From an optimization exercise on the open Yosys and OpenROAD flow, aimed at small area; shortcuts taken in it are not production practice. Only simulation tests tie the RTL to the original design; equivalence was not proved. The clock port is modelled as an ideal driver, which makes a skipped or thinned clock tree look cheaper than it is; a real chip needs a root buffer or a tree. No activity file was given, so power comes from the tool's default toggle rates.

Setup of build 83:
Design isp_flash_programmer, start of the top module:
module isp_flash_programmer (
    input  wire        clk,
    input  wire        rst,           
    input  wire        req_valid,
    output wire        req_ready,
    input  wire [2:0]  req_op,
    input  wire [31:0] req_addr,
    input  wire [31:0] req_arg,
    output wire        rsp_valid,
    input  wire        rsp_ready,
    output wire [1:0]  rsp_result,
    output wire [31:0] rsp_rdata,
    output wire [1:0]  rsp_verdict,
    output wire        busy,
    output wire        bus_en,
    output wire        bus_we,
    output wire [2:0]  bus_reg,
    output wire [31:0] bus_wdata,
    input  wire [31:0] bus_rdata
);
Size: roughly 300 cells after synthesis.
export LEC_CHECK = 0
export CAP_MARGIN = 20
export CORE_MARGIN = 2
export CORE_UTILIZATION = 50
export SLEW_MARGIN = 20
create_clock -name core_clock -period 5.0 [get_ports {clk}]
standard.sh (not shown) runs the stock make flow with config.mk's settings and CLKGATE_MAP_FILE= SYNTH_SCRIPT=/design/flow/synth_recipe.tcl, a recipe that flattens the netlist after the stock synthesis.
==> flow/flow/run.sh <==
#!/bin/bash
# ORFS layout (standard.sh) with these changes:
#  - after the standard synthesis, the combinational gates between the
#    registers are re-mapped for area by ABC (flow/remap.sh); the registers
#    are kept exactly as the standard synthesis made them;
#  - the port buffers are the smallest buffer cell;
#  - the clock tree is a balanced two-level tree, one root buffer and a few
#    leaf buffers over groups of registers (flow/clock_tree.tcl, used by
#    ORFS's CTS step in place of its clock_tree_synthesis call);
# Each tool's output goes to a log file in this folder (ORFS's own logs are
# under orfs/logs/).
set -euo pipefail
export BUFFER_PORTS_ARGS="-buffer_cell sky130_fd_sc_hd__buf_1"
export PRE_CTS_TCL="$PWD/flow/clock_tree.tcl"
export CLKTREE_NET=clk
export CLKTREE_LEAVES=5
export CLKTREE_LEAF_CELL=sky130_fd_sc_hd__clkbuf_8
export CLKTREE_ROOT_CELL=sky130_fd_sc_hd__clkbuf_4
R=orfs/results/sky130hd/isp_flash_programmer/base
bash standard.sh synth > synth.log 2>&1
cp $R/1_2_yosys.v std_1_2_yosys.v
bash flow/remap.sh "$PWD/std_1_2_yosys.v" "$PWD/remapped.v" "$FLOW_TOP" "$PWD/remap" > remap.log 2>&1
cp remapped.v $R/1_2_yosys.v
rm -f $R/1_synth.odb $R/1_synth.sdc
bash standard.sh > flow_make.log 2>&1
Other scripts of this flow, unchanged in this note and not shown: flow/flow/clock_tree.tcl, flow/flow/remap.sh, flow/flow/remap_scripts.txt
Input changes introduced in build 51 (baseline for comparison: build 83):
Settings: changing CORE_UTILIZATION from 50 to 60.
==> results.txt <==
- Compared with build 83, in build 51 worst setup slack dropped 0.13 ns; sequential share of power barely changed; portion of the clock cycle consumed by the worst path in the final layout climbed 2.5 points; post-route minimum period climbed 0.13 ns; power density over the cells climbed about 0.4%.
- Comparing build 83 against build 51, there is no change at all in count of flip-flops and latches.
- Row global-route wire length before repair: build 51 lower / build 83 higher
- Any difference in power between build 83 and build 51 is small enough to ignore.
- Delta (build 51 minus build 83): share of the core filled with cells in the final layout has increased; leakage power total now sits higher.
Modified inputs, build 86 compared to build 51
Settings: CORE_UTILIZATION now 50, was 60.
--- a/flow/flow/run.sh
+++ b/flow/flow/run.sh
@@ -9,2 +9,4 @@
 #    ORFS's CTS step in place of its clock_tree_synthesis call);
+#  - non-critical gates are downsized after global routing (power recovery),
+#    then max slew and capacitance are repaired again (flow/post_grt.tcl).
 # Each tool's output goes to a log file in this folder (ORFS's own logs are
@@ -18,2 +20,4 @@
 export CLKTREE_ROOT_CELL=sky130_fd_sc_hd__clkbuf_4
+export RECOVER_POWER=100
+export POST_GLOBAL_ROUTE_TCL="$PWD/flow/post_grt.tcl"
 R=orfs/results/sky130hd/isp_flash_programmer/base
==> flow/flow/post_grt.tcl (new file) <==
# Sourced at the end of ORFS's global route step (POST_GLOBAL_ROUTE_TCL).
# Power recovery can downsize a buffer below what its load needs; repair the
# max-slew and max-capacitance limits again, then re-legalise and re-route the
# changed nets incrementally.
log_cmd global_route -start_incremental
repair_design_helper
log_cmd detailed_placement
log_cmd global_route -end_incremental -congestion_report_file $::env(REPORTS_DIR)/congestion_post_final_repair.rpt
log_cmd estimate_parasitics -global_routing
report_check_types -max_slew -max_capacitance
write_guides $::env(RESULTS_DIR)/route.guide
--- outcome ---
Build 86 completed every stage of the flow, and the final layout passed the timing, DRC and antenna checks.
Wire: build 86 routes less than build 51
[compare] base=build 51 new=build 86: sequential power went up about 7%, clock network power share went down 0.6 points, setup slack of the critical path after layout went down 0.46 ns.
Compared with build 51, build 86 shows a routed via count that is 85 lower.
Re peak supply drop: build 51 was lower than build 86.
Build 86: power about 5% above build 51
Changes observed in build 86 relative to build 51: effective utilization at floorplan now sits lower, smallest hold slack now sits lower, utilization after layout now sits lower.
Compared with build 51, build 86 instantiates a larger number of standard cells.
Inputs modified between build 86 and build 11:
--- a/flow/flow/run.sh
+++ b/flow/flow/run.sh
@@ -9,4 +9,3 @@
 #    ORFS's CTS step in place of its clock_tree_synthesis call);
-#  - non-critical gates are downsized after global routing (power recovery),
-#    then max slew and capacitance are repaired again (flow/post_grt.tcl).
+#  - non-critical gates are downsized after global routing (power recovery).
 # Each tool's output goes to a log file in this folder (ORFS's own logs are
@@ -21,3 +20,2 @@
 export RECOVER_POWER=100
-export POST_GLOBAL_ROUTE_TCL="$PWD/flow/post_grt.tcl"
 R=orfs/results/sky130hd/isp_flash_programmer/base
removed: flow/flow/post_grt.tcl
### Flow results
- Completing all stages was not enough for build 11: its layout failed the final checks because of max-capacitance violations, max-slew violations.
- Summary of build 11 over build 86: switching part of the total power moved up; power in the clock group level; fraction of standard cell area in multi-input logic moved up; largest stage delay on the critical path moved down.
No run of this note takes its clock network from TritonCTS; it comes from the design's own scripts or RTL.

==> what the ideal ports hide <==
Ports are ideal in the flow. The routed layouts listed here were re-timed in OpenROAD.
Step 1, drivers: a clkbuf_16 drives clk and a buf_2 each remaining input, both assumed.
Step 2 moves the port delays by t, midway between the first and last clock arrival at a register: inputs arrive t later, outputs are due t later. That takes back most of the time a late clock gives input paths.
Three values: ideal ports, drivers, drivers and shift; two values: the first two.
run | shift t [ns] | setup WS [ns] | hold slack, ns
build 83 | 0.430 | 1.373 / 1.341 / 1.500 | 0.532 / 0.532 / 0.532
build 51 | 0.423 | 1.245 / 1.215 / 1.418 | 0.545 / 0.545 / 0.545
build 86 | 0.429 | 0.781 / 0.749 / 1.177 | 0.522 / 0.522 / 0.522
build 11 | 0.424 | 0.982 / 0.952 / 1.230 | 0.522 / 0.522 / 0.522
